Optimization exercise on an open flow, not production practice.
RTL: at most simulated, not proved equivalent.
Power: default activity.

==> design/flow/design.v <==
module lz_compress (
    input  wire        clk,
    input  wire        rst,
    input  wire        start,
    input  wire [12:0] src_len,
    input  wire [12:0] dst_cap,
    output wire        busy,
    output reg         done,
    output wire [7:0]  err_code,
    output wire [12:0] result_len,
    output wire [11:0] src_addr,
    input  wire [7:0]  src_rdata,
    output reg         dst_we,
    output reg  [12:0] dst_addr,
    output reg  [7:0]  dst_wdata,
    output reg  [11:0] head_addr,
    output reg         head_we,
    output reg  [12:0] head_wdata,
    input  wire [12:0] head_rdata,
    output reg  [10:0] chain_addr,
    output reg         chain_we,
    output wire [10:0] chain_wdata,
    input  wire [10:0] chain_rdata
);
    localparam [3:0]
        S_IDLE = 4'd0,
        S_CHK  = 4'd1,
        S_CLR  = 4'd2,
        S_HA   = 4'd3,    
        S_HB   = 4'd4,    
        S_SRCH = 4'd5,    
        S_DEC  = 4'd6,    
        S_T0   = 4'd7,    
        S_T1   = 4'd8,
        S_FIN  = 4'd9;
    localparam [1:0] PH_V0 = 2'd0,   
                     PH_V1 = 2'd1,   
                     PH_V2 = 2'd2,   
                     PH_E  = 2'd3;   
    reg [3:0]  state;
    reg [1:0]  err;
    reg [12:0] rem;          
    reg [12:0] q;            
    reg [12:0] co;           
    reg [3:0]  cnt;          
    reg [7:0]  w [0:9];      
    reg [11:0] sa;           
    reg [10:0] lk;
    reg [10:0] lka;
    reg        lkp;
    reg [3:0]  run_len;
    reg [12:0] hdr;
    reg        hpend;
    reg [3:0]  hval;
    reg        b1pend;
    reg [11:0] p, pf, cdist;
    reg [11:0] np, npf, ndist;
    reg        nvalid;
    reg        cyc0, cyc1;
    reg [3:0]  bl, lim;
    reg [10:0] bd;
    reg        iv;
    reg [1:0]  iph;
    reg [3:0]  ik;
    reg        fv;
    reg [1:0]  fph;
    reg [3:0]  fk;
    reg [7:0]  ex;
    assign busy        = (state != S_IDLE);
    assign err_code    = {6'd0, err};
    assign result_len  = co;
    assign src_addr    = sa;
    assign chain_wdata = lk;
    function eligible;
        input [7:0] b;
        begin
            eligible = (b == 8'h00) || (b >= 8'h09 && b <= 8'h7F);
        end
    endfunction
    wire [8:0] ha = {1'b0, w[1]};
    wire [8:0] hb = {1'b0, w[2]};
    wire [8:0] hash = {ha[5:0], ha[8:6]} ^ {hb[2:0], hb[8:3]} ^ {1'b0, w[3]};
    wire [11:0] hd     = q[11:0] - head_rdata[11:0];
    wire        hvalid = head_rdata[12] & ~hd[11];
    wire        ins_ok = (rem >= 13'd3);
    wire [11:0] c_np    = p - {1'b0, chain_rdata};
    wire [11:0] c_npf   = pf - {1'b0, chain_rdata};
    wire [11:0] c_ndist = cdist + {1'b0, chain_rdata};
    wire        c_nval  = (chain_rdata != 11'd0) & ~c_ndist[11];
    wire [3:0]  ek = (bl >= 4'd3) ? bl + 4'd1 : 4'd3;    
    reg        nv;
    reg [1:0]  nph;
    reg [3:0]  nk;
    always @(*) begin
        nv  = 1'b0;
        nph = PH_E;
        nk  = ek;
        case (iph)
            PH_V0: begin nv = 1'b1; nph = PH_V1; nk = 4'd0; end
            PH_V1: begin
                if (ik == 4'd0) begin
                    nv = 1'b1; nph = PH_V1; nk = 4'd1;
                end else if (bl > 4'd3) begin
                    nv = 1'b1; nph = PH_V2; nk = 4'd3;
                end else begin
                    nv = (ek < lim);
                end
            end
            PH_V2: begin
                if (ik + 4'd1 < bl) begin
                    nv = 1'b1; nph = PH_V2; nk = ik + 4'd1;
                end else begin
                    nv = (ek < lim);
                end
            end
            default: begin
                nv = (ik + 4'd1 < lim); nk = ik + 4'd1;
            end
        endcase
        if (!iv) nv = 1'b0;
    end
    wire m        = (src_rdata == ex);
    wire last_ver = ((fph == PH_V1) && (fk == 4'd1) && (bl <= 4'd3)) ||
                    ((fph == PH_V2) && (fk + 4'd1 == bl));
    wire ev_rej   = fv && (fph != PH_E) && !m;
    wire ev_end   = fv && (((fph != PH_E) && m && last_ver && !(ek < lim)) ||
                           ((fph == PH_E) && m && (fk + 4'd1 == lim)));
    wire ev_acc   = fv && (fph == PH_E) && !m;
    wire sw       = ev_rej || ev_acc;
    wire sw_valid = cyc1 ? c_nval : nvalid;
    wire [3:0]  bl_new = ev_acc ? fk : bl;
    wire [11:0] sw_p   = cyc1 ? c_np : np;
    wire [11:0] sw_d   = cyc1 ? c_ndist : ndist;
    wire [11:0] sw_a   = ev_acc ? (np + {8'd0, fk}) : (cyc1 ? c_npf : npf);
    wire       is_pair  = (w[0] == 8'h20) && (w[1][7:6] == 2'b01);
    wire       tok_pair = is_pair && (bl <= 4'd3);
    wire       tok_bref = !tok_pair && (bl >= 4'd3);
    wire [3:0] tok_len  = tok_pair ? 4'd2 : (tok_bref ? bl : 4'd1);
    wire [7:0]  lb       = (state == S_T1) ? w[2] : ((state == S_T0) ? w[1] : w[0]);
    wire        lb_lit   = eligible(lb) && (run_len == 4'd0);
    wire [12:0] co1      = co + 13'd1;
    wire        t_pair   = (rem == 13'd2) && (w[1] == 8'h20) && (w[2][7:6] == 2'b01);
    reg new_we;
    always @(*) begin
        head_addr  = {3'd0, hash};
        head_we    = 1'b0;
        head_wdata = {1'b1, q[11:0]};
        chain_addr = lka;
        chain_we   = 1'b0;
        new_we     = 1'b0;
        dst_addr   = co;
        dst_wdata  = lb;
        case (state)
            S_CLR: begin
                head_addr  = {3'd0, q[8:0]};
                head_we    = 1'b1;
                head_wdata = 13'd0;
            end
            S_HB:   head_we = ins_ok;
            S_SRCH: chain_addr = p[10:0];
            S_DEC: begin
                new_we = 1'b1;
                if (tok_pair) begin
                    dst_wdata = w[1] ^ 8'h80;
                end else if (tok_bref) begin
                    dst_wdata = {2'b10, bd[10:5]};
                end else if (!lb_lit && run_len == 4'd0) begin
                    dst_addr = co1;
                end
            end
            S_T0: begin
                if (t_pair) begin
                    new_we    = 1'b1;
                    dst_wdata = w[2] ^ 8'h80;
                end else if (rem != 13'd0) begin
                    new_we = 1'b1;
                    if (!lb_lit && run_len == 4'd0) dst_addr = co1;
                end
            end
            S_T1: begin
                new_we = !hpend;
                if (!lb_lit && run_len == 4'd0) dst_addr = co1;
            end
            S_FIN: begin
                if (!b1pend && !hpend && run_len != 4'd0) begin
                    new_we    = 1'b1;
                    dst_addr  = hdr;
                    dst_wdata = {4'd0, run_len};
                end
            end
            default: ;
        endcase
        if (state != S_SRCH && state != S_IDLE && state != S_CHK && state != S_CLR)
            chain_we = lkp;
        dst_we = new_we;
        if (!new_we) begin
            if (b1pend) begin
                dst_we    = 1'b1;
                dst_addr  = co;
                dst_wdata = {bd[4:0], bl[2:0] - 3'd3};
            end else if (hpend) begin
                dst_we    = 1'b1;
                dst_addr  = hdr;
                dst_wdata = {4'd0, hval};
            end
        end
    end
    integer i;
    always @(posedge clk) begin
        if (rst) begin
            state   <= S_IDLE;
            done    <= 1'b0;
            err     <= 2'd0;
            co      <= 13'd0;
            lkp     <= 1'b0;
            hpend   <= 1'b0;
            b1pend  <= 1'b0;
            run_len <= 4'd0;
            fv      <= 1'b0;
            iv      <= 1'b0;
        end else begin
            done <= 1'b0;
            if (!new_we) begin
                if (b1pend) begin
                    b1pend <= 1'b0;
                    co     <= co1;
                end else if (hpend) begin
                    hpend <= 1'b0;
                end
            end
            if (chain_we) lkp <= 1'b0;
            case (state)
                S_IDLE: begin
                    if (start) begin
                        rem   <= src_len;
                        co    <= dst_cap;
                        state <= S_CHK;
                    end
                end
                S_CHK: begin
                    if (rem > 13'd4096 || co > 13'd4609) begin
                        err   <= 2'd2;
                        co    <= 13'd0;
                        done  <= 1'b1;
                        state <= S_IDLE;
                    end else if (co < rem + {3'd0, rem[12:3]} + 13'd1) begin
                        err   <= 2'd3;
                        co    <= 13'd0;
                        done  <= 1'b1;
                        state <= S_IDLE;
                    end else begin
                        co      <= 13'd0;
                        q       <= 13'd0;
                        sa      <= 12'd3594;     
                        run_len <= 4'd0;
                        hpend   <= 1'b0;
                        b1pend  <= 1'b0;
                        lkp     <= 1'b0;
                        cnt     <= 4'd0;
                        state   <= S_CLR;
                    end
                end
                S_CLR: begin
                    for (i = 0; i < 9; i = i + 1) w[i] <= w[i+1];
                    w[9] <= src_rdata;
                    if (q[8:0] == 9'd511) begin
                        q     <= 13'd0;
                        state <= S_HA;
                    end else begin
                        q  <= q + 13'd1;
                        sa <= sa + 12'd1;
                    end
                end
                S_HA: begin
                    if (cnt == 4'd0 && rem < 13'd3)
                        state <= S_T0;
                    else
                        state <= S_HB;
                end
                S_HB: begin
                    lk  <= hvalid ? hd[10:0] : 11'd0;
                    lka <= q[10:0];
                    lkp <= ins_ok;
                    for (i = 0; i < 9; i = i + 1) w[i] <= w[i+1];
                    w[9] <= src_rdata;
                    if (cnt != 4'd0) begin
                        cnt   <= cnt - 4'd1;
                        q     <= q + 13'd1;
                        rem   <= rem - 13'd1;
                        sa    <= sa + 12'd1;
                        state <= S_HA;
                    end else begin
                        bl    <= 4'd2;
                        lim   <= (rem >= 13'd10) ? 4'd10 : rem[3:0];
                        p     <= head_rdata[11:0];
                        pf    <= head_rdata[11:0];
                        sa    <= head_rdata[11:0];
                        cdist  <= hd;
                        iv    <= 1'b1;
                        iph   <= PH_V1;
                        ik    <= 4'd0;
                        fv    <= 1'b0;
                        cyc0  <= 1'b1;
                        cyc1  <= 1'b0;
                        state <= hvalid ? S_SRCH : S_DEC;
                    end
                end
                S_SRCH: begin
                    cyc0 <= 1'b0;
                    cyc1 <= cyc0;
                    if (cyc1) begin
                        np     <= c_np;
                        npf    <= c_npf;
                        ndist  <= c_ndist;
                        nvalid <= c_nval;
                    end
                    if (ev_end) begin
                        bl    <= lim;
                        bd    <= cdist[10:0];
                        fv    <= 1'b0;
                        state <= S_DEC;
                    end else if (sw) begin
                        if (ev_acc) begin
                            bl <= fk;
                            bd <= cdist[10:0];
                        end
                        fv <= 1'b0;
                        if (!sw_valid) begin
                            state <= S_DEC;
                        end else begin
                            p    <= sw_p;
                            cdist <= sw_d;
                            sa   <= sw_a;
                            pf   <= sw_a;
                            cyc0 <= 1'b1;
                            cyc1 <= 1'b0;
                            iv   <= 1'b1;
                            if (bl_new >= 4'd3) begin
                                iph <= PH_V0;
                                ik  <= bl_new;
                            end else begin
                                iph <= PH_V1;
                                ik  <= 4'd0;
                            end
                        end
                    end else begin
                        fv  <= iv;
                        fph <= iph;
                        fk  <= ik;
                        ex  <= w[ik];
                        iv  <= nv;
                        iph <= nph;
                        ik  <= nk;
                        sa  <= p + {8'd0, nk};
                    end
                end
                S_DEC: begin
                    q   <= q + 13'd1;
                    rem <= rem - 13'd1;
                    sa  <= q[11:0] + 12'd10;
                    cnt <= tok_len - 4'd1;
                    state <= S_HA;
                    if (tok_pair || tok_bref) begin
                        co <= co1;
                        if (run_len != 4'd0) begin
                            hpend   <= 1'b1;
                            hval    <= run_len;
                            run_len <= 4'd0;
                        end
                        b1pend <= tok_bref;
                    end else if (lb_lit) begin
                        co <= co1;
                    end else begin
                        if (run_len == 4'd0) begin
                            hdr <= co;
                            co  <= co + 13'd2;
                        end else begin
                            co  <= co1;
                        end
                        if (run_len == 4'd7) begin
                            hpend   <= 1'b1;
                            hval    <= 4'd8;
                            run_len <= 4'd0;
                        end else begin
                            run_len <= run_len + 4'd1;
                        end
                    end
                end
                S_T0, S_T1: begin
                    if (state == S_T1 && hpend) begin
                        state <= S_T1;
                    end else if (state == S_T0 && t_pair) begin
                        co <= co1;
                        if (run_len != 4'd0) begin
                            hpend   <= 1'b1;
                            hval    <= run_len;
                            run_len <= 4'd0;
                        end
                        state <= S_FIN;
                    end else if (state == S_T0 && rem == 13'd0) begin
                        state <= S_FIN;
                    end else begin
                        if (lb_lit) begin
                            co <= co1;
                        end else begin
                            if (run_len == 4'd0) begin
                                hdr <= co;
                                co  <= co + 13'd2;
                            end else begin
                                co  <= co1;
                            end
                            if (run_len == 4'd7) begin
                                hpend   <= 1'b1;
                                hval    <= 4'd8;
                                run_len <= 4'd0;
                            end else begin
                                run_len <= run_len + 4'd1;
                            end
                        end
                        state <= (state == S_T0 && rem == 13'd2) ? S_T1 : S_FIN;
                    end
                end
                S_FIN: begin
                    if (!b1pend && !hpend) begin
                        if (run_len != 4'd0) begin
                            run_len <= 4'd0;
                        end else begin
                            err   <= 2'd0;
                            done  <= 1'b1;
                            state <= S_IDLE;
                        end
                    end
                end
                default: state <= S_IDLE;
            endcase
        end
    end
endmodule
==> design/flow/run.sh <==
#!/bin/bash
# synth_recipe.tcl (not shown) runs the flow's synth.tcl, then flattens the netlist and writes it again
# the make line also repeats each setting of config.mk as NAME=value (left out here)
make -C /OpenROAD-flow-scripts/flow DESIGN_CONFIG=/design/flow/config.mk WORK_HOME=/design/flow/orfs CLKGATE_MAP_FILE= SYNTH_SCRIPT=/design/flow/synth_recipe.tcl finish
==> design/flow/config.mk <==
export PLATFORM = sky130hd
export DESIGN_NAME = lz_compress
export DESIGN_NICKNAME = lz_compress
export VERILOG_FILES = /design/flow/design.v
export SDC_FILE = /design/flow/constraint.sdc
export NUM_CORES = 4
export LEC_CHECK = 0
export CAP_MARGIN = 20
export CORE_MARGIN = 2
export CORE_UTILIZATION = 40
export SLEW_MARGIN = 20
==> design/flow/constraint.sdc <==
create_clock -name core_clock -period 10.0 [get_ports {clk}]
set_input_delay 2.0000 -clock core_clock [delete_from_list [all_inputs] [get_ports {clk}]]
set_output_delay 2.0000 -clock core_clock [all_outputs]
set_load 0.01 [all_outputs]
==> key figures, run 1 <==
Status
  • Outcome: timing/DRC/antenna clean

Timing
  • Fmax: 0.138 GHz
  • Rel. slew slack: 20.8%
  • Final hold vios: 0
  • Final setup vio count: 0
  • RSZ-0062 raised after global routing: no
  • Pins Over Slew Limit: 0
  • Final clock skew: 0.0176 ns
  • Fin Hold WS: 0.447 ns
  • Final setup TNS: 0 ns
  • Crit path time final: 7.27 ns
  • Worst-margin pin slew: 1.18 ns
  • Period utilization: 72.7%

Cells and area
  • Fillcell total: 4869
  • Fin nets: 2519
  • Area Growth Syn to Fin: 16.2%
  • Share of cells above drive strength 1: 6.33%
  • Post-route cell area: 0.0240 sq mm

Yosys
  • Synth area leader: edfxtp_1
  • Top-count cell post-synth: edfxtp_1
  • Post-synth top area share: 39.8%
  • EDFF count, synth: 274
  • Avg Cell Area, Syn: 9.23 sq um
  • Seq cells post-synth: 303
  • Largest cells by area after synthesis: edfxtp_1 (40%), ha_1 (6.3%), nand2_1 (4.7%), xnor2_1 (4.4%), o21ai_0 (4.1%)
  • Top cell types by occurrence after synthesis: edfxtp_1 (274), nand2_1 (260), nor2_1 (215), o21ai_0 (171), a21oi_1 (146)
  • Post-Syn Area: 0.0207 sq mm
  • Mapped Cells: 2241
  • Ys flop type: edfxtp_1
  • Syn. warnings: 2
  • Ys async rst share: 0%
  • Library cells used by synthesis: 82
  • Post-synthesis sequential area ratio: 42.6%

Power and ir drop
  • Max VDD drop: 122 uV
  • Net switching power: 824 uW
  • Internal Pwr Total: 2.30 mW
  • Comb power frac: 12.6%
  • P_leak: 8.74 nW
  • Clock share of power: 41.0%
  • PwrDens: 130 mW/mm^2
  • Sequential fraction of design power: 46.3%
  • Fraction of power spent switching nets: 26.4%

Clock network
  • Latest clock arrival within the worst-skew pair: 0.56 ns
  • # resized after CTS: 0
  • Worst-path clk slew: 0.06 ns
  • Hold buffers post-CTS: 0
  • Num CTS Buffers: 38
  • Clock root cell: clkbuf_16
  • Post-CTS setup buffer count: 0
  • Clk buf depth: 3
  • Htree depth: 2
  • CTS tree: yes
  • Clock tree sinks: 303

Worst setup path
  • R2R Path Start: rem[3]$_DFFE_PP_
  • FF-to-FF setup slack: 4.47 ns
  • Crit path DAT: 5.27 ns
  • CP max FO: 31
  • CP Class: flip-flop to output port
  • CP endpoint kind: output port
  • CP startpoint: state[0]$_SDFFE_PP0P_
  • CP required: 8.00 ns
  • Worst setup SP type: flip-flop

Detailed routing
  • Final WL: 71600 um
  • Vias post-DR: 18400
  • DR vias/cell: 6.03
  • DRC errors left: 0
  • Post-route ant nets: 0
  • Router iterations before antenna repair: 6
  • Initial DRC Count: 2076
  • Drt wl/cell: 23.4 um

Placement
  • Post-detail-place hpwl: 52200 um
  • Placer congestion estimate: 0.945
  • DP Area: 0.0229 sq mm
  • # port buffers: 157

Floorplan
  • Core region area: 0.0512 sq mm
  • Die height: 231 um
  • Die area: 0.0535 sq mm
  • Die width: 231 um
  • Starting Density: 40.4%
  • I/O pin total: 167
  • Num rows: 83

Global routing
  • Number of global-route vias before repair: 17700
  • First-pass GRT wire length: 109000 um
  • GR Util All Layers: 26.5%
  • Gr ovfl total: 0
  • Pin count of the biggest net entering global routing: 81
  • Initial antenna violation count: 1

Hold path
  • Hold path startpoint: w[5][2]$_DFFE_PP_
  • Min-Delay Path Class: flip-flop to flip-flop

Job
  • Max-cap violation count: 0
-- per-layer routing --
layer  wire [um]  part of all wire (%)  vias to the layer above  global-route usage (%)
li1            -                     -                     8471                       -
met1       31500                    44                     8949                    37.3
met2       32100                    45                      845                    41.2
met3        5840                   8.2                      136                    4.75
met4        2130                   3.0                        2                    8.55
met5          13                 0.018                        -                       0
-- power groups by stage --
stage,Sequential (mW),Combinational (mW),Clock (mW)
2_1_floorplan,1.45,0.244,0
3_3_place_gp,1.47,0.384,0
3_5_place_dp,1.47,0.387,0
4_1_cts,1.44,0.391,1.30
5_1_grt,1.45,0.434,1.35
6_report,1.45,0.394,1.28
-- logic make-up after synthesis --
logic type | Yosys count | synth area share (%)
AOI/OAI and AO/OA | 630 | 19.7
xor gates and xnor gates | 159 | 6.74
adders and majority gates | 111 | 6.97
buffers and inverters | 233 | 4.52
DFF | 303 | 42.6
muxes | 47 | 2.45
other | 1 | 0.0181
and+or+nand+nor | 757 | 17.0
-- path summary, 6_finish.rpt --
| path | end | depth (start not counted) |
|---|---|---|
| worst max-delay path | dst_addr[5] | 11 |
| worst min-delay path | w[4][2]$_DFFE_PP_ | 0 |
| worst max register to register | q[0]$_DFFE_PP_ | 22 |
| worst min register to register | w[4][2]$_DFFE_PP_ | 0 |
-- area by class of cell --
class,count,area (sq um),area share (%)
multi-input cells,1713,11000,46.0
flip-flops and latches,303,8810,36.7
repair buffers,190,1820,7.57
clock buffers,48,988,4.12
well taps,680,851,3.54
inverters,101,379,1.58
clock inverters,16,118,0.490
diodes,1,2.50,0.0104
-- placed cells by master (no fill, tap or decap), drive strengths merged, types with 26 or more instances in the layout --
master,count
edfxtp,274
a21o,27
dfxtp,29
a221oi,31
a21oi,147
nor2,217
ha,104
nand3,62
o21ai,174
nor3,42
buf,34
clkbuf,48
and2,26
nor2b,26
inv,101
xnor2,104
xor2,55
mux2,26
a22oi,35
nand2,260
a31oi,42
clkdlybuf4s50,156
-- worst max-delay path, stage by stage (launching register included) --
cell	delay (ns)
dfxtp_1	0.80
and4b_1	0.80
nand2_1	0.11
a31oi_1	0.46
or4_4	0.23
and3_4	0.42
nor2b_1	0.74
a31oi_1	0.21
a21oi_1	0.16
a221oi_1	0.06
nor2_1	0.15
clkdlybuf4s50_1	0.55
-- per-stage QoR --
stage               setup WS [ns]  total power, mW  utilization, %  std cells
floorplan                    3.17             1.69               -       2249
global placement             3.05             1.85            44.7       2986
detailed placement           3.44             1.86            44.7       2987
CTS                          2.83             3.14            46.9       3051
global route                 2.39             3.23            46.9       3051
finish                       2.73             3.12            46.9       3052
-- registers in the layout, summed over array words and instances (netlist names), 8 cells and up --
name / count
p: 12
ex: 8
hdr: 13
cdist: 12
w: 80
lka: 11
rem: 13
sa: 12
npf: 12
ndist: 12
lk: 11
pf: 12
bd: 11
np: 12
co: 13
q: 12
Testbench counts, summed over its fixed seeds: cycles 354,276, bytes 47,585.
==> inputs of run 2 (changes only) <==
--- a/design/flow/design.v
+++ b/design/flow/design.v
@@ -47,5 +47,4 @@
     reg [11:0] sa;           
     reg [10:0] lk;
-    reg [10:0] lka;
     reg        lkp;
     reg [3:0]  run_len;
@@ -55,8 +54,7 @@
     reg        b1pend;
     reg [11:0] p, pf, cdist;
-    reg [11:0] np, npf, ndist;
-    reg        nvalid;
+    reg [10:0] delta;
     reg        cyc0, cyc1;
-    reg [3:0]  bl, lim;
+    reg [3:0]  bl;
     reg [10:0] bd;
     reg        iv;
@@ -66,5 +64,4 @@
     reg [1:0]  fph;
     reg [3:0]  fk;
-    reg [7:0]  ex;
     assign busy        = (state != S_IDLE);
     assign err_code    = {6'd0, err};
@@ -84,8 +81,10 @@
     wire        hvalid = head_rdata[12] & ~hd[11];
     wire        ins_ok = (rem >= 13'd3);
-    wire [11:0] c_np    = p - {1'b0, chain_rdata};
-    wire [11:0] c_npf   = pf - {1'b0, chain_rdata};
-    wire [11:0] c_ndist = cdist + {1'b0, chain_rdata};
-    wire        c_nval  = (chain_rdata != 11'd0) & ~c_ndist[11];
+    wire [3:0]  lim    = (rem >= 13'd10) ? 4'd10 : rem[3:0];
+    wire [10:0] dsrc    = cyc1 ? chain_rdata : delta;
+    wire [11:0] c_np    = p - {1'b0, dsrc};
+    wire [11:0] c_npf   = pf - {1'b0, dsrc};
+    wire [11:0] c_ndist = cdist + {1'b0, dsrc};
+    wire        c_nval  = (dsrc != 11'd0) & ~c_ndist[11];
     wire [3:0]  ek = (bl >= 4'd3) ? bl + 4'd1 : 4'd3;    
     reg        nv;
@@ -120,5 +119,5 @@
         if (!iv) nv = 1'b0;
     end
-    wire m        = (src_rdata == ex);
+    wire m        = (src_rdata == w[fk]);
     wire last_ver = ((fph == PH_V1) && (fk == 4'd1) && (bl <= 4'd3)) ||
                     ((fph == PH_V2) && (fk + 4'd1 == bl));
@@ -128,9 +127,9 @@
     wire ev_acc   = fv && (fph == PH_E) && !m;
     wire sw       = ev_rej || ev_acc;
-    wire sw_valid = cyc1 ? c_nval : nvalid;
+    wire sw_valid = c_nval;
     wire [3:0]  bl_new = ev_acc ? fk : bl;
-    wire [11:0] sw_p   = cyc1 ? c_np : np;
-    wire [11:0] sw_d   = cyc1 ? c_ndist : ndist;
-    wire [11:0] sw_a   = ev_acc ? (np + {8'd0, fk}) : (cyc1 ? c_npf : npf);
+    wire [11:0] sw_p   = c_np;
+    wire [11:0] sw_d   = c_ndist;
+    wire [11:0] sw_a   = ev_acc ? (c_np + {8'd0, fk}) : c_npf;
     wire       is_pair  = (w[0] == 8'h20) && (w[1][7:6] == 2'b01);
     wire       tok_pair = is_pair && (bl <= 4'd3);
@@ -146,5 +145,5 @@
         head_we    = 1'b0;
         head_wdata = {1'b1, q[11:0]};
-        chain_addr = lka;
+        chain_addr = q[10:0] - 11'd1;
         chain_we   = 1'b0;
         new_we     = 1'b0;
@@ -160,4 +159,5 @@
             S_SRCH: chain_addr = p[10:0];
             S_DEC: begin
+                chain_addr = q[10:0];
                 new_we = 1'b1;
                 if (tok_pair) begin
@@ -170,5 +170,7 @@
             end
             S_T0: begin
-                if (t_pair) begin
+                if (hpend) begin
+                    new_we = 1'b0;
+                end else if (t_pair) begin
                     new_we    = 1'b1;
                     dst_wdata = w[2] ^ 8'h80;
@@ -280,5 +282,4 @@
                 S_HB: begin
                     lk  <= hvalid ? hd[10:0] : 11'd0;
-                    lka <= q[10:0];
                     lkp <= ins_ok;
                     for (i = 0; i < 9; i = i + 1) w[i] <= w[i+1];
@@ -292,8 +293,7 @@
                     end else begin
                         bl    <= 4'd2;
-                        lim   <= (rem >= 13'd10) ? 4'd10 : rem[3:0];
                         p     <= head_rdata[11:0];
                         pf    <= head_rdata[11:0];
-                        sa    <= head_rdata[11:0];
+                        sa    <= hvalid ? head_rdata[11:0] : q[11:0] + 12'd10;
                         cdist  <= hd;
                         iv    <= 1'b1;
@@ -309,14 +309,10 @@
                     cyc0 <= 1'b0;
                     cyc1 <= cyc0;
-                    if (cyc1) begin
-                        np     <= c_np;
-                        npf    <= c_npf;
-                        ndist  <= c_ndist;
-                        nvalid <= c_nval;
-                    end
+                    if (cyc1) delta <= chain_rdata;
                     if (ev_end) begin
                         bl    <= lim;
                         bd    <= cdist[10:0];
                         fv    <= 1'b0;
+                        sa    <= q[11:0] + 12'd10;
                         state <= S_DEC;
                     end else if (sw) begin
@@ -327,4 +323,5 @@
                         fv <= 1'b0;
                         if (!sw_valid) begin
+                            sa    <= q[11:0] + 12'd10;
                             state <= S_DEC;
                         end else begin
@@ -348,5 +345,4 @@
                         fph <= iph;
                         fk  <= ik;
-                        ex  <= w[ik];
                         iv  <= nv;
                         iph <= nph;
@@ -358,7 +354,6 @@
                     q   <= q + 13'd1;
                     rem <= rem - 13'd1;
-                    sa  <= q[11:0] + 12'd10;
                     cnt <= tok_len - 4'd1;
-                    state <= S_HA;
+                    state <= (tok_len == 4'd1 && rem < 13'd4) ? S_T0 : S_HB;
                     if (tok_pair || tok_bref) begin
                         co <= co1;
@@ -388,6 +383,6 @@
                 end
                 S_T0, S_T1: begin
-                    if (state == S_T1 && hpend) begin
-                        state <= S_T1;
+                    if (hpend) begin
+                        state <= state;
                     end else if (state == S_T0 && t_pair) begin
                         co <= co1;
==> key figures, run 2 <==
Job
  • Max-cap violation count: 0 (unchanged)

Yosys
  • Post-Syn Area: 0.0197 sq mm (-4.5%)
  • Post-synth top area share: 34.2% (-5.6 points)
  • Post-synthesis mux area share: 2.22% (-0.23 points)
  • Library cells used by synthesis: 104 (+27%)
  • Top-count cell post-synth: nand2_1
  • Largest family of logic cells by synthesized area: compound AO/OA/AOI/OAI gates
  • Syn. warnings: 2 (unchanged)
  • Post-synthesis sequential area ratio: 37.2% (-5.4 points)
  • EDFF count, synth: 225 (-18%)
  • Mapped Cells: 2234 (-0.31%)
  • Synthesized-area fraction occupied by adder cells: 7.68% (+0.71 points)
  • Synth Area in Simple Gates: 18.9% (+1.9 points)
  • Seq cells post-synth: 254 (-16%)
  • Ys async rst share: 0% (unchanged)
  • Largest cells by area after synthesis: edfxtp_1 (34%), ha_1 (7.0%), nand2_1 (4.8%), xnor2_1 (4.2%), o21ai_0 (4.0%)
  • Top cell types by occurrence after synthesis: nand2_1 (251), edfxtp_1 (225), nor2_1 (176), o21ai_0 (156), a21oi_1 (154)
  • Ys flop type: edfxtp_1
  • Avg Cell Area, Syn: 8.84 sq um (-4.2%)
  • Synth area leader: edfxtp_1
  • Complex-gate fraction of the synthesized area: 21.9% (+2.2 points)
  • Post-Synth XOR/XNOR Area: 7.05% (+0.32 points)

Clock network
  • Clock tree sinks: 254 (-16%)
  • Clk buf depth: 3 (unchanged)
  • Num CTS Buffers: 34 (-11%)
  • Latest clock arrival within the worst-skew pair: 0.56 ns (about the same)
  • Hold buffers post-CTS: 0 (unchanged)
  • Htree depth: 2 (unchanged)
  • CTS tree: yes
  • # resized after CTS: 0 (unchanged)
  • Worst-path clk slew: 0.06 ns (about the same)
  • Clock root cell: clkbuf_16
  • Post-CTS setup buffer count: 0 (unchanged)

Power and ir drop
  • Max VDD drop: 131 uV (+7.8%)
  • Net switching power: 1.72 mW (+110%)
  • Comb power frac: 37.8% (+25 points)
  • Fraction of power spent switching nets: 37.7% (+11 points)
  • PwrDens: 198 mW/mm^2 (+53%)
  • Sequential fraction of design power: 34.9% (-11 points)
  • Clock share of power: 27.3% (-14 points)
  • Internal Pwr Total: 2.83 mW (+23%)
  • P_leak: 8.50 nW (-2.7%)

Cells and area
  • Fin nets: 2507 (-0.48%)
  • Most frequent cells in the layout: nand2_1 (250), edfxtp_1 (225), nor2_1 (175)
  • Area Growth Syn to Fin: 16.2% (about the same)
  • Max FFs per register: 80 (unchanged)
  • Final Util: 47.0% (+0.068 points)
  • Biggest register: w
  • Leading cell type in the layout, fill and taps excluded: nand2_1
  • Number of antenna diodes: 0 (-1)
  • Share of cells above drive strength 1: 5.78% (-0.55 points)

Global routing
  • Initial antenna violation count: 2 (+1)
  • Gr ovfl total: 0 (unchanged)
  • Pin count of the biggest net entering global routing: 81 (unchanged)
  • Number of global-route vias before repair: 17700 (+0.068%)
  • First-pass GRT wire length: 110000 um (+0.62%)
  • GR Util All Layers: 28.2% (+1.7 points)

Worst setup path
  • FF-to-FF setup slack: 4.40 ns (-0.07 ns)
  • Family with the most delay on the worst path: simple AND/OR/NAND/NOR gates
  • WP buf/inv: 2 (+1)
  • Crit path DAT: 5.43 ns (+0.16 ns)
  • CP max stage cell: o22ai_1
  • CP Class: flip-flop to output port
  • CP max FO: 13 (-58%)
  • Crit Reg-Reg Endpoint: run_len[3]$_SDFFE_PP0P_
  • Worst setup SP type: flip-flop
  • R2R Path Start: rem[0]$_DFFE_PP_
  • Cell mode on critical path: nand2_1
  • Crit path largest cell delay: 0.77 ns (-0.03 ns)
  • Worst r2r path cells: 22 (unchanged)
  • CP required: 8.00 ns (about the same)
  • Critical path, cell by cell: inv_1, ha_1, or3b_2, nor4_1, o2111ai_1, nand2_1, nand2_1, o22ai_1, nor2_1, nand2_1, o21ai_0, a211o_1, clkdlybuf4s50_1
  • CP endpoint kind: output port

Detailed routing
  • DRC errors left: 0 (unchanged)
  • Router iterations before antenna repair: 6 (unchanged)
  • DR vias/cell: 6.14 (+1.9%)
  • Final WL: 73000 um (+2.1%)
  • Initial DRC Count: 2242 (+8.0%)
  • Post-route ant nets: 0 (unchanged)
  • Drt wl/cell: 24.2 um (+3.2%)
  • Vias post-DR: 18500 (+0.73%)

Hold path
  • Worst hold path stage count: 0 (unchanged)
  • Hold path startpoint: w[7][0]$_DFFE_PP_
  • Min-Delay Path Class: flip-flop to flip-flop
  • Endpoint, Worst Hold: w[6][0]$_DFFE_PP_

Timing
  • Fmax: 0.135 GHz (-2.2%)
  • Worst-margin pin slew: 1.18 ns (-0.00629 ns)
  • Crit path time final: 7.43 ns (+0.160 ns)
  • Pins Over Slew Limit: 0 (unchanged)
  • Final hold vios: 0 (unchanged)
  • Period utilization: 74.3% (+1.6 points)
  • Final setup TNS: 0 ns (unchanged)
  • Rel. slew slack: 21.0% (+0.24 points)
  • Final clock skew: 0.0200 ns (+0.00243 ns)
  • RSZ-0062 raised after global routing: no
  • Final setup vio count: 0 (unchanged)

Floorplan
  • I/O pin total: 167 (unchanged)
  • Num rows: 81 (-2.4%)
  • Die height: 226 um (-2.2%)
  • Die area: 0.0512 sq mm (-4.4%)
  • Core region area: 0.0488 sq mm (-4.6%)
  • Die width: 226 um (-2.2%)
  • Starting Density: 40.4% (about the same)

Placement
  • Post-detail-place hpwl: 54600 um (+4.5%)
  • Placer congestion estimate: 0.946 (+0.11%)
  • # port buffers: 157 (unchanged)

Status
  • Outcome: timing/DRC/antenna clean
==> run 2: cell types whose count changed in the layout (fill, tap and decap cells not counted), moves of 14 or more <==
cell	delta
edfxtp_1	-49
nor2_1	-36
nor3_1	+22
mux2_2	-21
mux2i_1	+16
o21ai_0	-15
a211o_1	+14
==> run 2: area by class of cell <==
cell class	instances	area, sq um
flip-flops and latches	254	7340
fillers	4734	25900
well taps	664	831
clock inverters	19	195
multi-input cells	1749	11500
clock buffers	42	912
repair buffers	187	1790
inverters	103	387
==> run 2: power groups by stage <==
| stage | Sequential [mW] | Clock, mW | Combinational (mW) |
|---|---|---|---|
| after floorplan | 1.49 | 0 | 1.06 |
| after global placement | 1.60 | 0 | 1.66 |
| after detailed placement | 1.60 | 0 | 1.69 |
| after CTS | 1.58 | 1.26 | 1.70 |
| after global routing | 1.60 | 1.30 | 1.87 |
| final | 1.59 | 1.24 | 1.72 |
==> run 2: per-layer routing <==
metal	vias to the layer above	wire [um]	part of all wire [%]	global-route usage, %
met2	878	33000	45	44.3
met1	9058	31600	43	39.3
met5	-	0	0	0
li1	8460	-	-	-
met4	0	2460	3.4	10.3
met3	141	5970	8.2	4.41
==> run 2: worst register-to-register path: cells and delay by family (launching register included) <==
family	cells	cell delay [ns]
compound gates	15	3.57
xor+xnor	1	0.12
fa+ha+maj	2	0.53
buf+inv	1	0.24
flops	1	0.56
simple gates	3	0.44
==> run 2: how the worst max path moves through the flow <==
| stage | startpoint | endpoint | slack (ns) | depth (start not counted) |
|---|---|---|---|---|
| final | rem[0]$_DFFE_PP_ | dst_addr[2] | 2.57 | 13 |
| after global routing | state[0]$_SDFFE_PP0P_ | dst_addr[2] | 2.22 | 11 |
| after CTS | rem[0]$_DFFE_PP_ | dst_addr[2] | 2.68 | 13 |
| after detailed placement | chain_rdata[1] | cdist[6]$_DFFE_PP_ | 3.21 | 14 |
| after global placement | chain_rdata[1] | cdist[5]$_DFFE_PP_ | 3.21 | 14 |
| after floorplan | chain_rdata[1] | cdist[0]$_DFFE_PP_ | 2.37 | 13 |
==> run 2: logic make-up after synthesis <==
family / Yosys count
AO/OA/AOI/OAI: 655
XOR/XNOR: 159
adder cells (fa/ha/maj): 117
buffers and inverters: 239
flip-flops: 254
multiplexers: 43
other: 1
AND/OR/NAND/NOR: 766
==> run 2: through the flow <==
stage | setup WS, ns | hold WS (ns) | power, mW | instance area, sq um | std cells
3_5_place_dp | 3.21 | 0.438 | 3.29 | 21800 | 2957
4_1_cts | 2.68 | 0.451 | 4.54 | 22900 | 3018
3_3_place_gp | 3.21 | 0.429 | 3.26 | 21800 | 2957
2_1_floorplan | 2.37 | 0.424 | 2.55 | 19800 | 2242
5_1_grt | 2.22 | 0.453 | 4.77 | 22900 | 3018
6_report | 2.57 | 0.450 | 4.55 | 22900 | 3018
Testbench counts of run 2, summed over its fixed seeds: cycles 340,128, bytes 47,585.
==> inputs of run 3 (changes only) <==
--- a/design/flow/config.mk
+++ b/design/flow/config.mk
@@ -9,3 +9,4 @@
 export CORE_MARGIN = 2
 export CORE_UTILIZATION = 40
+export SETUP_SLACK_MARGIN = 4.5
 export SLEW_MARGIN = 20
==> key figures, run 3 <==
Timing
  • Fin Hold WS: 0.448 ns (-0.00277 ns)
  • Rel. slew slack: 27.6% (+6.6 points)
  • Final clock skew: 0.0211 ns (+0.00108 ns)
  • Pins Over Slew Limit: 0 (unchanged)
  • RSZ-0062 raised after global routing: yes
  • Period utilization: 57.1% (-17 points)
  • Worst-margin pin slew: 1.08 ns (-0.0940 ns)
  • Final hold vios: 0 (unchanged)
  • Final setup TNS: 0 ns (unchanged)
  • Fmax: 0.175 GHz (+30%)
  • Final setup vio count: 0 (unchanged)
  • Crit path time final: 5.71 ns (-1.72 ns)

Placement
  • Post-detail-place hpwl: 54800 um (+0.40%)
  • Placer congestion estimate: 1.00 (+6.2%)
  • # port buffers: 157 (unchanged)

Detailed routing
  • DRC errors left: 0 (unchanged)
  • Drt wl/cell: 24.5 um (+1.3%)
  • DR vias/cell: 6.16 (+0.35%)
  • Vias post-DR: 19300 (+3.9%)
  • Router iterations before antenna repair: 6 (unchanged)
  • Initial DRC Count: 2420 (+7.9%)
  • Final WL: 76600 um (+4.9%)
  • Post-route ant nets: 0 (unchanged)

Cells and area
  • Max FFs per register: 80 (unchanged)
  • Most frequent cells in the layout: nand2_1 (237), edfxtp_1 (225), nor2_1 (165)
  • Fin nets: 2617 (+4.4%)
  • Fillcell total: 4652 (-1.7%)
  • Share of cells above drive strength 1: 14.8% (+9.0 points)
  • Number of antenna diodes: 0 (unchanged)
  • Leading cell type in the layout, fill and taps excluded: nand2_1
  • Biggest register: w
  • Area Growth Syn to Fin: 24.0%

Floorplan
  • Core region area: 0.0488 sq mm (unchanged)
  • Die area: 0.0512 sq mm (unchanged)
  • I/O pin total: 167 (unchanged)
  • Die width: 226 um (unchanged)
  • Die height: 226 um (unchanged)
  • Num rows: 81 (unchanged)
  • Starting Density: 40.4% (unchanged)

Worst setup path
  • Worst setup SP type: flip-flop
  • CP required: 8.00 ns (about the same)
  • Crit path DAT: 3.71 ns (-1.72 ns)
  • CP endpoint kind: output port
  • CP Class: flip-flop to output port
  • CP max FO: 4 (-9)

Clock network
  • Clock tree sinks: 254 (unchanged)
  • Htree depth: 2 (unchanged)
  • Clk buf depth: 3 (unchanged)
  • Latest clock arrival within the worst-skew pair: 0.55 ns (about the same)
  • CTS tree: yes
  • Clock root cell: clkbuf_16
  • Worst-path clk slew: 0.06 ns (about the same)
  • Num CTS Buffers: 34 (unchanged)
  • Hold buffers post-CTS: 0 (unchanged)

Power and ir drop
  • PwrDens: 191 mW/mm^2 (-3.7%)
  • Power Total: 4.68 mW (+2.8%)
  • Max VDD drop: 129 uV (-1.4%)
  • P_leak: 9.25 nW (+8.8%)

Yosys
  • Top cell types by occurrence after synthesis: nand2_1 (251), edfxtp_1 (225), nor2_1 (176), o21ai_0 (156), a21oi_1 (154)
  • Post-Synth XOR/XNOR Area: 7.05% (unchanged)
  • Library cells used by synthesis: 104 (unchanged)
  • Synthesized-area fraction occupied by adder cells: 7.68% (unchanged)
  • Top-count cell post-synth: nand2_1
  • Post-synth top area share: 34.2% (unchanged)
  • Synth Area in Simple Gates: 18.9% (unchanged)
  • Post-Syn Area: 0.0197 sq mm (unchanged)
  • EDFF count, synth: 225 (unchanged)
  • Seq cells post-synth: 254 (unchanged)
  • Post-synthesis sequential area ratio: 37.2% (unchanged)
  • Avg Cell Area, Syn: 8.84 sq um (unchanged)
  • Post-synthesis mux area share: 2.22% (unchanged)
  • Complex-gate fraction of the synthesized area: 21.9% (unchanged)
  • Syn. warnings: 2 (unchanged)
  • Ys async rst share: 0% (unchanged)
  • Mapped Cells: 2234 (unchanged)
  • Largest cells by area after synthesis: edfxtp_1 (34%), ha_1 (7.0%), nand2_1 (4.8%), xnor2_1 (4.2%), o21ai_0 (4.0%)
  • Ys flop type: edfxtp_1
  • Largest family of logic cells by synthesized area: compound AO/OA/AOI/OAI gates
  • Synth area leader: edfxtp_1

Global routing
  • GR Util All Layers: 29.2% (+0.97 points)
  • Number of global-route vias before repair: 18500 (+4.2%)
  • Initial antenna violation count: 3 (+1)
  • Gr ovfl total: 0 (unchanged)
  • First-pass GRT wire length: 114000 um (+3.7%)
  • Pin count of the biggest net entering global routing: 81 (unchanged)

Hold path
  • Min-Delay Path Class: flip-flop to flip-flop

Status
  • Outcome: timing/DRC/antenna clean

Job
  • Max-cap violation count: 0 (unchanged)
==> run 3: changes by cell type in the layout (fill, tap and decap cells not counted), moves of 12 or more <==
| cell | delta |
|---|---|
| buf_2 | +16 |
| buf_4 | +88 |
| buf_6 | +12 |
| clkdlybuf4s50_1 | -22 |
| nand2_1 | -13 |
| o21ai_0 | -21 |
| o21ai_1 | +16 |
==> run 3: worst paths after layout <==
| path | start | cells past startpoint | slack [ns] | end |
|---|---|---|---|---|
| worst max-delay path | rem[7]$_DFFE_PP_ | 15 | 4.29 | dst_addr[7] |
| worst min-delay path | w[9][2]$_DFFE_PP_ | 0 | 0.45 | w[8][2]$_DFFE_PP_ |
| worst max register to register | fk[1]$_DFFE_PP_ | 12 | 4.84 | sa[2]$_DFFE_PP_ |
| worst min register to register | w[9][2]$_DFFE_PP_ | 0 | 0.45 | w[8][2]$_DFFE_PP_ |
==> run 3: logic make-up (layout without fill, tap and decap cells) <==
group                      after synthesis  in the layout
and+or+nand+nor                        766            770
AOI/OAI and AO/OA                      655            655
DFF                                    254            254
buffers and inverters                  239            454
xor gates and xnor gates               159            159
adders and majority gates              117            117
muxes                                   43             43
other                                    1              9
==> run 3: power breakdown <==
group | switching [mW] | total (mW) | internal, mW
Clock | 0.491 | 1.21 | 0.722
Combinational | 1.09 | 1.89 | 0.803
Sequential | 0.217 | 1.57 | 1.35
Total | 1.80 | 4.68 | 2.88
==> run 3: stage by stage <==
stage / std cells / util (%) / setup slack, ns / area (sq um)
detailed placement: 2957 / 44.8 / 3.48 / 21900
finish: 3125 / 50.1 / 4.29 / 24500
CTS: 3098 / 49.2 / 4.37 / 24000
global route: 3125 / 50.1 / 4.21 / 24500
global placement: 2957 / 44.8 / 3.62 / 21900
floorplan: 2242 / - / 4.50 / 19800
==> run 3: final cells by class <==
class	instances	area [sq um]	area share (%)
clock buffer	42	912	3.73
clock inverter	16	154	0.629
inverter	103	394	1.61
multi-input combinational	1753	12200	49.9
sequential	254	7360	30.0
tap	664	831	3.39
timing repair buffer	293	2630	10.7
==> run 3: layer usage <==
| layer | routed length, um | vias up | part of all wire [%] | global-route usage (%) |
|---|---|---|---|---|
| li1 | - | 8689 | - | - |
| met1 | 31600 | 9391 | 41 | 39.5 |
| met2 | 35000 | 1019 | 46 | 46.8 |
| met3 | 7460 | 160 | 9.7 | 5.44 |
| met4 | 2620 | 2 | 3.4 | 10.0 |
| met5 | 13 | - | 0.017 | 0 |
==> run 3: worst max-delay path, stage by stage (launching register included) <==
cell and delay (ns):
edfxtp_1 0.40, or4_4 0.62, buf_6 0.16, nor4_4 0.38, o2111ai_4 0.21, nand2_2 0.13, nand2_4 0.08, buf_6 0.14
o22ai_4 0.20, buf_6 0.14, buf_6 0.09, a21oi_2 0.03, o21ai_1 0.14, o21ai_1 0.09, a211o_1 0.23, buf_2 0.13
==> run 3: repair_timing <==
| item | in CTS | in global routing |
|---|---|---|
| cloned | 4 | 1 |
| endpoints found under the setup margin | 91 | 132 |
| resized for setup | 172 | 96 |
| buffers inserted | 79 | 26 |
| pin swaps | 33 | 48 |
==> inputs of run 4 (changes only) <==
--- a/design/flow/design.v
+++ b/design/flow/design.v
@@ -140,5 +140,8 @@
     wire [12:0] co1      = co + 13'd1;
     wire        t_pair   = (rem == 13'd2) && (w[1] == 8'h20) && (w[2][7:6] == 2'b01);
-    reg new_we;
+    reg        new_we;
+    reg        wr_we;
+    reg [12:0] wr_addr;
+    reg [7:0]  wr_data;
     always @(*) begin
         head_addr  = {3'd0, hash};
@@ -148,6 +151,6 @@
         chain_we   = 1'b0;
         new_we     = 1'b0;
-        dst_addr   = co;
-        dst_wdata  = lb;
+        wr_addr   = co;
+        wr_data  = lb;
         case (state)
             S_CLR: begin
@@ -162,9 +165,9 @@
                 new_we = 1'b1;
                 if (tok_pair) begin
-                    dst_wdata = w[1] ^ 8'h80;
+                    wr_data = w[1] ^ 8'h80;
                 end else if (tok_bref) begin
-                    dst_wdata = {2'b10, bd[10:5]};
+                    wr_data = {2'b10, bd[10:5]};
                 end else if (!lb_lit && run_len == 4'd0) begin
-                    dst_addr = co1;
+                    wr_addr = co1;
                 end
             end
@@ -174,19 +177,19 @@
                 end else if (t_pair) begin
                     new_we    = 1'b1;
-                    dst_wdata = w[2] ^ 8'h80;
+                    wr_data = w[2] ^ 8'h80;
                 end else if (rem != 13'd0) begin
                     new_we = 1'b1;
-                    if (!lb_lit && run_len == 4'd0) dst_addr = co1;
+                    if (!lb_lit && run_len == 4'd0) wr_addr = co1;
                 end
             end
             S_T1: begin
                 new_we = !hpend;
-                if (!lb_lit && run_len == 4'd0) dst_addr = co1;
+                if (!lb_lit && run_len == 4'd0) wr_addr = co1;
             end
             S_FIN: begin
                 if (!b1pend && !hpend && run_len != 4'd0) begin
                     new_we    = 1'b1;
-                    dst_addr  = hdr;
-                    dst_wdata = {4'd0, run_len};
+                    wr_addr  = hdr;
+                    wr_data = {4'd0, run_len};
                 end
             end
@@ -195,14 +198,14 @@
         if (state != S_SRCH && state != S_IDLE && state != S_CHK && state != S_CLR)
             chain_we = lkp;
-        dst_we = new_we;
+        wr_we = new_we;
         if (!new_we) begin
             if (b1pend) begin
-                dst_we    = 1'b1;
-                dst_addr  = co;
-                dst_wdata = {bd[4:0], bl[2:0] - 3'd3};
+                wr_we    = 1'b1;
+                wr_addr  = co;
+                wr_data = {bd[4:0], bl[2:0] - 3'd3};
             end else if (hpend) begin
-                dst_we    = 1'b1;
-                dst_addr  = hdr;
-                dst_wdata = {4'd0, hval};
+                wr_we    = 1'b1;
+                wr_addr  = hdr;
+                wr_data = {4'd0, hval};
             end
         end
@@ -211,4 +214,13 @@
     always @(posedge clk) begin
         if (rst) begin
+            dst_we <= 1'b0;
+        end else begin
+            dst_we <= wr_we;
+        end
+        dst_addr  <= wr_addr;
+        dst_wdata <= wr_data;
+    end
+    always @(posedge clk) begin
+        if (rst) begin
             state   <= S_IDLE;
             done    <= 1'b0;
--- a/design/flow/config.mk
+++ b/design/flow/config.mk
@@ -9,4 +9,4 @@
 export CORE_MARGIN = 2
 export CORE_UTILIZATION = 40
-export SETUP_SLACK_MARGIN = 4.5
+export SETUP_SLACK_MARGIN = 5.0
 export SLEW_MARGIN = 20
==> key figures, run 4 <==
Detailed routing
  • Post-route ant nets: 0 (unchanged)
  • Drt wl/cell: 24.1 um (-1.7%)
  • Initial DRC Count: 2456 (+1.5%)
  • Router iterations before antenna repair: 6 (unchanged)
  • Vias post-DR: 19700 (+2.1%)
  • DRC errors left: 0 (unchanged)
  • DR vias/cell: 6.20 (+0.59%)
  • Final WL: 76500 um (-0.18%)

Global routing
  • First-pass GRT wire length: 114000 um (+0.68%)
  • Number of global-route vias before repair: 18600 (+0.57%)
  • Pin count of the biggest net entering global routing: 81 (unchanged)
  • GR Util All Layers: 28.0% (-1.2 points)
  • Initial antenna violation count: 0 (-3)
  • Gr ovfl total: 0 (unchanged)

Cells and area
  • Number of antenna diodes: 0 (unchanged)
  • Most frequent cells in the layout: edfxtp_1 (225), nand2_1 (222), nor2_1 (222)
  • Share of cells above drive strength 1: 10.7% (-4.1 points)
  • Biggest register: w
  • Area Growth Syn to Fin: 21.7%
  • Fin nets: 2651 (+1.3%)
  • Max FFs per register: 80 (unchanged)
  • Leading cell type in the layout, fill and taps excluded: edfxtp_1

Yosys
  • Syn. warnings: 2 (unchanged)
  • Top-count cell post-synth: nor2_1
  • Post-synthesis sequential area ratio: 38.2% (+1.0 points)
  • Synth area leader: edfxtp_1
  • Ys async rst share: 0% (unchanged)
  • Library cells used by synthesis: 92 (-12%)
  • EDFF count, synth: 225 (unchanged)
  • Post-synth top area share: 33.2% (-1.1 points)
  • Avg Cell Area, Syn: 8.79 sq um (-0.53%)
  • Largest cells by area after synthesis: edfxtp_1 (33%), ha_1 (6.8%), dfxtp_1 (5.0%), a21oi_1 (4.5%), o21ai_0 (4.4%)
  • Post-Syn Area: 0.0204 sq mm (+3.2%)
  • Top cell types by occurrence after synthesis: nor2_1 (226), edfxtp_1 (225), nand2_1 (225), a21oi_1 (183), o21ai_0 (179)
  • Mapped Cells: 2318 (+3.8%)
  • Ys flop type: edfxtp_1
  • Seq cells post-synth: 276 (+8.7%)

Hold path
  • Min-Delay Path Class: flip-flop to flip-flop

Timing
  • Worst-margin pin slew: 1.15 ns (+0.0634 ns)
  • Final setup vio count: 0 (unchanged)
  • Rel. slew slack: 23.5% (-4.1 points)
  • Crit path time final: 4.97 ns (-0.743 ns)
  • Pins Over Slew Limit: 0 (unchanged)
  • Final hold vios: 0 (unchanged)
  • Period utilization: 49.7% (-7.4 points)
  • Final clock skew: 0.0190 ns (-0.00210 ns)
  • Final setup margin: 5.03 ns (+0.743 ns)
  • RSZ-0062 raised after global routing: yes
  • Fmax: 0.201 GHz (+15%)
  • Final setup TNS: 0 ns (unchanged)

Floorplan
  • I/O pin total: 167 (unchanged)
  • Core region area: 0.0503 sq mm (+2.9%)
  • Die width: 230 um (+1.6%)
  • Die height: 230 um (+1.6%)
  • Num rows: 82 (+1.2%)
  • Die area: 0.0528 sq mm (+3.2%)
  • Starting Density: 40.5% (+0.11 points)

Worst setup path
  • CP Class: primary input to flip-flop
  • CP required: 10.28 ns (+2.28 ns)
  • Crit path DAT: 5.25 ns (+1.54 ns)
  • Worst setup SP type: primary input
  • CP max FO: 7 (+3)
  • CP endpoint kind: flip-flop

Clock network
  • Clock root cell: clkbuf_16
  • Num CTS Buffers: 36 (+5.9%)
  • CTS tree: yes
  • Latest clock arrival within the worst-skew pair: 0.55 ns (about the same)
  • Htree depth: 2 (unchanged)
  • Worst-path clk slew: 0.06 ns (about the same)
  • Clock tree sinks: 276 (+8.7%)
  • Clk buf depth: 3 (unchanged)
  • Hold buffers post-CTS: 0 (unchanged)

Status
  • Outcome: timing/DRC/antenna clean

Placement
  • # port buffers: 157 (unchanged)
  • Placer congestion estimate: 0.970 (-3.5%)
  • Post-detail-place hpwl: 55800 um (+1.8%)
  • Pre-CTS WS: 3.16 ns (-0.321 ns)

Power and ir drop
  • Max VDD drop: 123 uV (-4.7%)
  • PwrDens: 185 mW/mm^2 (-3.3%)
  • P_leak: 9.06 nW (-2.1%)

Job
  • Max-cap violation count: 0 (unchanged)
-- run 4: changes by cell type after synthesis, moves of 9 or more --
cell     before  now
dfxtp_1      29   51
and2_1       34   19
nor4_1       10   19
a211o_1      17    4
nand3_1      63   81
nand2_1     251  225
nor2_1      176  226
nor3_1       61   46
xor2_1       64   77
a21oi_1     154  183
o21ai_0     156  179
-- run 4: per-layer routing --
layer	vias to the layer above	share of wire, %	track usage, %
met4	0	4.1	11.3
met2	1124	45	43.4
met1	9518	42	38.5
li1	8846	-	-
met5	-	0	0
met3	179	9.6	5.28
-- run 4: cell families after synthesis --
| kind of cell | count (synthesis) | synth area share (%) |
|---|---|---|
| xor+xnor | 166 | 7.13 |
| buf+inv | 233 | 4.71 |
| other cells | 1 | 0.0184 |
| mux | 49 | 2.44 |
| flops | 276 | 38.2 |
| simple gates | 791 | 18.7 |
| fa+ha+maj | 118 | 7.50 |
| compound gates | 684 | 21.4 |
-- run 4: stage by stage --
step,hold WS (ns),total power [mW],instances,util (%),cell area [sq um]
after floorplan,0.418,2.45,2326,-,20500
after global placement,0.430,3.05,3051,44.8,22500
after detailed placement,0.434,3.07,3051,44.8,22500
after CTS,0.447,4.52,3144,48.3,24300
after global routing,0.459,4.78,3172,49.3,24800
final,0.447,4.58,3172,49.3,24800
-- run 4: repair_timing --
action / 4_1_cts / 5_1_grt
pin swaps: 16 / 24
hold endpoints to repair: 0 / 0
buffers inserted: 26 / 27
setup endpoints to repair: 120 / 107
cloned: 1 / 1
gates resized for setup: 65 / 69
-- run 4: cell type report --
type	count	area (sq um)
fillers	4773	25500
repair buffers	242	2300
inverters	97	379
flip-flops and latches	276	7790
clock buffers	43	958
clock inverters	23	305
multi-input cells	1819	12200
well taps	672	841
-- run 4: final timing paths --
check,startpoint,to,slack [ns],cells after the start
worst max-delay path,chain_rdata[4],sa[11]$_DFFE_PP_,5.03,14
worst max register to register,ik[0]$_SDFFCE_PN0P_,sa[10]$_DFFE_PP_,5.18,23
worst min register to register,w[5][0]$_DFFE_PP_,w[4][0]$_DFFE_PP_,0.45,0
worst min-delay path,w[5][0]$_DFFE_PP_,w[4][0]$_DFFE_PP_,0.45,0
-- run 4: report_power, final --
| group | internal (mW) | switching (mW) |
|---|---|---|
| clock network | 0.869 | 0.537 |
| logic | 0.645 | 0.902 |
| registers | 1.43 | 0.195 |
| total | 2.95 | 1.63 |
-- run 4: worst max-delay path, stage by stage --
cell and delay [ns]:
clkdlybuf4s50_1 0.44, mux2i_2 0.27, ha_2 0.40, or3b_2 0.47, nand3_1 0.09, a211oi_1 0.10, or2_1 0.29, buf_6 0.14
nor4_4 0.27, nor3b_2 0.24, xor2_1 0.20, a31oi_1 0.10, a21oi_1 0.15, o21ai_0 0.08
Testbench counts of run 4, summed over its fixed seeds: cycles 340,128, bytes 47,585.
==> inputs of run 5 (changes only) <==
--- a/design/flow/design.v
+++ b/design/flow/design.v
@@ -34,8 +34,4 @@
         S_T1   = 4'd8,
         S_FIN  = 4'd9;
-    localparam [1:0] PH_V0 = 2'd0,   
-                     PH_V1 = 2'd1,   
-                     PH_V2 = 2'd2,   
-                     PH_E  = 2'd3;   
     reg [3:0]  state;
     reg [1:0]  err;
@@ -50,6 +46,5 @@
     reg [3:0]  run_len;
     reg [12:0] hdr;
-    reg        hpend;
-    reg [3:0]  hval;
+    reg        hpend;        
     reg        b1pend;
     reg [11:0] p, pf, cdist;
@@ -59,8 +54,6 @@
     reg [10:0] bd;
     reg        iv;
-    reg [1:0]  iph;
     reg [3:0]  ik;
     reg        fv;
-    reg [1:0]  fph;
     reg [3:0]  fk;
     assign busy        = (state != S_IDLE);
@@ -87,43 +80,21 @@
     wire [11:0] c_ndist = cdist + {1'b0, dsrc};
     wire        c_nval  = (dsrc != 11'd0) & ~c_ndist[11];
-    wire [3:0]  ek = (bl >= 4'd3) ? bl + 4'd1 : 4'd3;    
-    reg        nv;
-    reg [1:0]  nph;
-    reg [3:0]  nk;
-    always @(*) begin
-        nv  = 1'b0;
-        nph = PH_E;
-        nk  = ek;
-        case (iph)
-            PH_V0: begin nv = 1'b1; nph = PH_V1; nk = 4'd0; end
-            PH_V1: begin
-                if (ik == 4'd0) begin
-                    nv = 1'b1; nph = PH_V1; nk = 4'd1;
-                end else if (bl > 4'd3) begin
-                    nv = 1'b1; nph = PH_V2; nk = 4'd3;
-                end else begin
-                    nv = (ek < lim);
-                end
-            end
-            PH_V2: begin
-                if (ik + 4'd1 < bl) begin
-                    nv = 1'b1; nph = PH_V2; nk = ik + 4'd1;
-                end else begin
-                    nv = (ek < lim);
-                end
-            end
-            default: begin
-                nv = (ik + 4'd1 < lim); nk = ik + 4'd1;
-            end
-        endcase
-        if (!iv) nv = 1'b0;
-    end
+    function [3:0] nxt;
+        input [3:0] k;
+        reg   [3:0] s1;
+        begin
+            s1  = (k == 4'd1) ? 4'd3 : k + 4'd1;
+            nxt = (s1 == bl) ? s1 + 4'd1 : s1;
+        end
+    endfunction
+    wire        i_first = (ik == bl) && (bl >= 4'd3);
+    wire [3:0]  nk      = i_first ? 4'd0 : nxt(ik);
+    wire        nv      = iv && (nk < lim);
     wire m        = (src_rdata == w[fk]);
-    wire last_ver = ((fph == PH_V1) && (fk == 4'd1) && (bl <= 4'd3)) ||
-                    ((fph == PH_V2) && (fk + 4'd1 == bl));
-    wire ev_rej   = fv && (fph != PH_E) && !m;
-    wire ev_end   = fv && (((fph != PH_E) && m && last_ver && !(ek < lim)) ||
-                           ((fph == PH_E) && m && (fk + 4'd1 == lim)));
-    wire ev_acc   = fv && (fph == PH_E) && !m;
+    wire f_ext    = (fk > bl);
+    wire f_last   = (fk != bl) && !(nxt(fk) < lim);
+    wire ev_rej   = fv && !f_ext && !m;
+    wire ev_end   = fv && m && f_last;
+    wire ev_acc   = fv && f_ext && !m;
     wire sw       = ev_rej || ev_acc;
     wire sw_valid = c_nval;
@@ -207,5 +178,5 @@
                 wr_we    = 1'b1;
                 wr_addr  = hdr;
-                wr_data = {4'd0, hval};
+                wr_data = {4'd0, run_len};
             end
         end
@@ -240,5 +211,6 @@
                     co     <= co1;
                 end else if (hpend) begin
-                    hpend <= 1'b0;
+                    hpend   <= 1'b0;
+                    run_len <= 4'd0;
                 end
             end
@@ -310,5 +282,4 @@
                         cdist  <= hd;
                         iv    <= 1'b1;
-                        iph   <= PH_V1;
                         ik    <= 4'd0;
                         fv    <= 1'b0;
@@ -345,18 +316,10 @@
                             cyc1 <= 1'b0;
                             iv   <= 1'b1;
-                            if (bl_new >= 4'd3) begin
-                                iph <= PH_V0;
-                                ik  <= bl_new;
-                            end else begin
-                                iph <= PH_V1;
-                                ik  <= 4'd0;
-                            end
+                            ik   <= (bl_new >= 4'd3) ? bl_new : 4'd0;
                         end
                     end else begin
                         fv  <= iv;
-                        fph <= iph;
                         fk  <= ik;
                         iv  <= nv;
-                        iph <= nph;
                         ik  <= nk;
                         sa  <= p + {8'd0, nk};
@@ -370,9 +333,5 @@
                     if (tok_pair || tok_bref) begin
                         co <= co1;
-                        if (run_len != 4'd0) begin
-                            hpend   <= 1'b1;
-                            hval    <= run_len;
-                            run_len <= 4'd0;
-                        end
+                        if (run_len != 4'd0) hpend <= 1'b1;
                         b1pend <= tok_bref;
                     end else if (lb_lit) begin
@@ -385,11 +344,6 @@
                             co  <= co1;
                         end
-                        if (run_len == 4'd7) begin
-                            hpend   <= 1'b1;
-                            hval    <= 4'd8;
-                            run_len <= 4'd0;
-                        end else begin
-                            run_len <= run_len + 4'd1;
-                        end
+                        run_len <= run_len + 4'd1;
+                        if (run_len == 4'd7) hpend <= 1'b1;
                     end
                 end
@@ -399,9 +353,5 @@
                     end else if (state == S_T0 && t_pair) begin
                         co <= co1;
-                        if (run_len != 4'd0) begin
-                            hpend   <= 1'b1;
-                            hval    <= run_len;
-                            run_len <= 4'd0;
-                        end
+                        if (run_len != 4'd0) hpend <= 1'b1;
                         state <= S_FIN;
                     end else if (state == S_T0 && rem == 13'd0) begin
@@ -417,11 +367,6 @@
                                 co  <= co1;
                             end
-                            if (run_len == 4'd7) begin
-                                hpend   <= 1'b1;
-                                hval    <= 4'd8;
-                                run_len <= 4'd0;
-                            end else begin
-                                run_len <= run_len + 4'd1;
-                            end
+                            run_len <= run_len + 4'd1;
+                            if (run_len == 4'd7) hpend <= 1'b1;
                         end
                         state <= (state == S_T0 && rem == 13'd2) ? S_T1 : S_FIN;
--- a/design/flow/config.mk
+++ b/design/flow/config.mk
@@ -8,5 +8,6 @@
 export CAP_MARGIN = 20
 export CORE_MARGIN = 2
-export CORE_UTILIZATION = 40
+export CORE_UTILIZATION = 65
+export CTS_BUF_LIST = sky130_fd_sc_hd__clkbuf_8
 export SETUP_SLACK_MARGIN = 5.0
 export SLEW_MARGIN = 20
==> key figures, run 5 <==
Status
  • Outcome: timing/DRC/antenna clean

Yosys
  • EDFF count, synth: 217 (-3.6%)
  • Ys flop type: edfxtp_1
  • Post-synth top area share: 33.6% (+0.40 points)
  • Avg Cell Area, Syn: 9.01 sq um (+2.5%)
  • Post-synthesis sequential area ratio: 38.8% (+0.65 points)
  • Ys async rst share: 0% (unchanged)
  • Library cells used by synthesis: 90 (-2.2%)
  • Mapped Cells: 2156 (-7.0%)
  • Top-count cell post-synth: edfxtp_1

Global routing
  • First-pass GRT wire length: 104000 um (-9.0%)
  • Gr ovfl total: 0 (unchanged)
  • GR Util All Layers: 43.4% (+15 points)
  • Initial antenna violation count: 1 (+1)
  • Number of global-route vias before repair: 18100 (-2.7%)

Placement
  • Post-detail-place hpwl: 49200 um (-12%)
  • # port buffers: 157 (unchanged)
  • Placer congestion estimate: 1.10 (+14%)

Clock network
  • Latest clock arrival within the worst-skew pair: 0.62 ns (+0.07 ns)
  • Clock tree sinks: 268 (-2.9%)
  • Clk buf depth: 3 (unchanged)
  • Worst-path clk slew: 0.07 ns (about the same)
  • CTS tree: yes
  • Num CTS Buffers: 47 (+31%)
  • Hold buffers post-CTS: 0 (unchanged)

Floorplan
  • Die height: 177 um (-23%)
  • Core region area: 0.0296 sq mm (-41%)
  • Starting Density: 65.7% (+25 points)
  • Die area: 0.0313 sq mm (-41%)
  • Die width: 177 um (-23%)
  • Num rows: 63 (-23%)

Cells and area
  • Multi-input gate area: 0.0116 sq mm (-5.2%)
  • Area Growth Syn to Fin: 18.8%
  • Max FFs per register: 80 (unchanged)
  • Fillcell total: 1996 (-58%)
  • Share of cells above drive strength 1: 11.0% (+0.37 points)
  • Fin nets: 2496 (-5.8%)
  • Most frequent cells in the layout: edfxtp_1 (217), nand2_1 (203), nor2_1 (182)
  • Post-route cell area: 0.0231 sq mm (-7.0%)

Timing
  • Worst-margin pin slew: 1.04 ns (-0.109 ns)
  • Period utilization: 50.2% (+0.58 points)
  • Rel. slew slack: 30.8% (+7.2 points)
  • Crit path time final: 5.02 ns (+0.0575 ns)
  • Final setup vio count: 0 (unchanged)
  • Final hold vios: 0 (unchanged)
  • RSZ-0062 raised after global routing: no
  • Final clock skew: 0.0457 ns (+0.0267 ns)
  • Pins Over Slew Limit: 0 (unchanged)
  • Final setup TNS: 0 ns (unchanged)

Worst setup path
  • CP Class: primary input to flip-flop
  • Worst path depth: 17 (+3)
  • CP max stage cell: ha_1
  • Crit path largest cell delay: 0.37 ns (-0.10 ns)
  • Worst setup SP type: primary input
  • CP required: 10.34 ns (+0.06 ns)
  • R2R Path Start: rem[4]$_DFFE_PP_
  • Worst r2r path cells: 21 (-8.7%)
  • Family with the most delay on the worst path: adder cells
  • CP max FO: 3 (-4)
  • Critical path, cell by cell: dlygate4sd2_1, mux2_4, ha_4, inv_2, fa_2, xor2_1, ha_1, nor2b_1, o21ai_1, nand2b_1, nand2_2, a211oi_2, nand4b_1, xor2_1, mux2i_1, nand2_1, a311o_1

Power and ir drop
  • Max VDD drop: 139 uV (+13%)
  • P_leak: 8.51 nW (-6.0%)
  • PwrDens: 179 mW/mm^2 (-3.3%)

Detailed routing
  • Final WL: 70300 um (-8.1%)
  • Vias post-DR: 19600 (-0.53%)
  • Post-route ant nets: 0 (unchanged)
  • DR vias/cell: 7.13 (+15%)
  • DRC errors left: 0 (unchanged)
  • Router iterations before antenna repair: 8 (+2)

Hold path
  • Hold path startpoint: w[6][3]$_DFFE_PP_

Job
  • Max-cap violation count: 0 (unchanged)
==> run 5: changes by cell type in the layout (fill, tap and decap cells not counted), moves of 16 or more <==
cell	before	now
a21oi_1	175	128
clkbuf_8	1	48
nor2_1	222	182
clkbuf_16	37	0
nand3_1	81	50
xor2_1	73	42
inv_1	85	112
nand2_1	222	203
o21ai_1	22	6
==> run 5: worst paths after layout <==
| check | end | slack (ns) |
|---|---|---|
| min reg2reg | w[5][3]$_DFFE_PP_ | 0.45 |
| max reg2reg | q[0]$_DFFE_PP_ | 5.03 |
| max | sa[10]$_DFFE_PP_ | 4.98 |
| min | w[5][3]$_DFFE_PP_ | 0.45 |
==> run 5: worst reg2reg max path: stages (launching register included) <==
cell and delay (ns):
edfxtp_1 0.45, buf_4 0.18, ha_1 0.27, nor2b_1 0.15, o21ai_0 0.32, a21boi_0 0.14
o21ai_0 0.25, a21boi_0 0.13, o21ai_0 0.24, a21boi_0 0.14, o21ai_1 0.27, nor4b_2 0.25
nor3_1 0.10, ha_1 0.31, nand4_1 0.08, a21oi_1 0.17, nand2_1 0.09, a21oi_2 0.17
o41ai_4 0.14, and2_4 0.23, a2111oi_4 0.39, buf_6 0.21
==> run 5: layout make-up <==
class                           count  share of cell area (%)
Inverter                          100                    1.65
Timing Repair Buffer              228                    9.32
Multi-Input combinational cell   1670                    50.3
Tap cell                          390                    2.12
Clock buffer                       48                    2.86
Clock inverter                     38                    1.03
Timing Repair inverter              1                  0.0326
Sequential cell                   268                    32.7
==> run 5: power breakdown <==
group / leakage, nW / switching [mW] / total (mW) / internal, mW
logic: 5.59 / 0.905 / 1.54 / 0.633
clock network: 0.528 / 0.509 / 1.01 / 0.504
registers: 2.39 / 0.186 / 1.57 / 1.38
total: 8.51 / 1.60 / 4.12 / 2.52
==> run 5: timing repair <==
| item | CTS | global route |
|---|---|---|
| endpoints found under the setup margin | 127 | 125 |
| pin swaps | 20 | 14 |
| setup buffers | 23 | 28 |
| hold endpoints to repair | 0 | 0 |
| resized for setup | 80 | 64 |
| cloned | 2 | 1 |
==> run 5: metrics by stage <==
step                      hold slack (ns)  util, %  total power, mW  setup slack [ns]  cells
after CTS                           0.451     76.3             3.99              4.88   2714
after floorplan                     0.418        -             2.35              5.02   2164
after detailed placement            0.433     71.6             2.93              3.93   2603
after global placement              0.430     71.6             2.89              3.83   2603
final                               0.449     78.0             4.12              4.98   2743
after global routing                0.457     78.0             4.25              4.79   2743
==> run 5: kinds of logic after synthesis <==
group	Yosys count	synth area share [%]
simple gates	699	17.4
compound gates	645	21.9
flops	268	38.8
buf+inv	227	4.74
xor+xnor	148	6.67
fa+ha+maj	119	7.94
mux	49	2.57
other cells	1	0.0193
==> run 5: layer usage <==
layer | vias to the layer above | part of all wire (%) | global-route usage (%)
met5 | - | 0 | 0
met2 | 1693 | 44 | 69.0
met4 | 0 | 7.4 | 24.1
met1 | 9133 | 36 | 55.6
li1 | 8356 | - | -
met3 | 380 | 13 | 8.78
Testbench counts of run 5, summed over its fixed seeds: cycles 340,128, bytes 47,585.
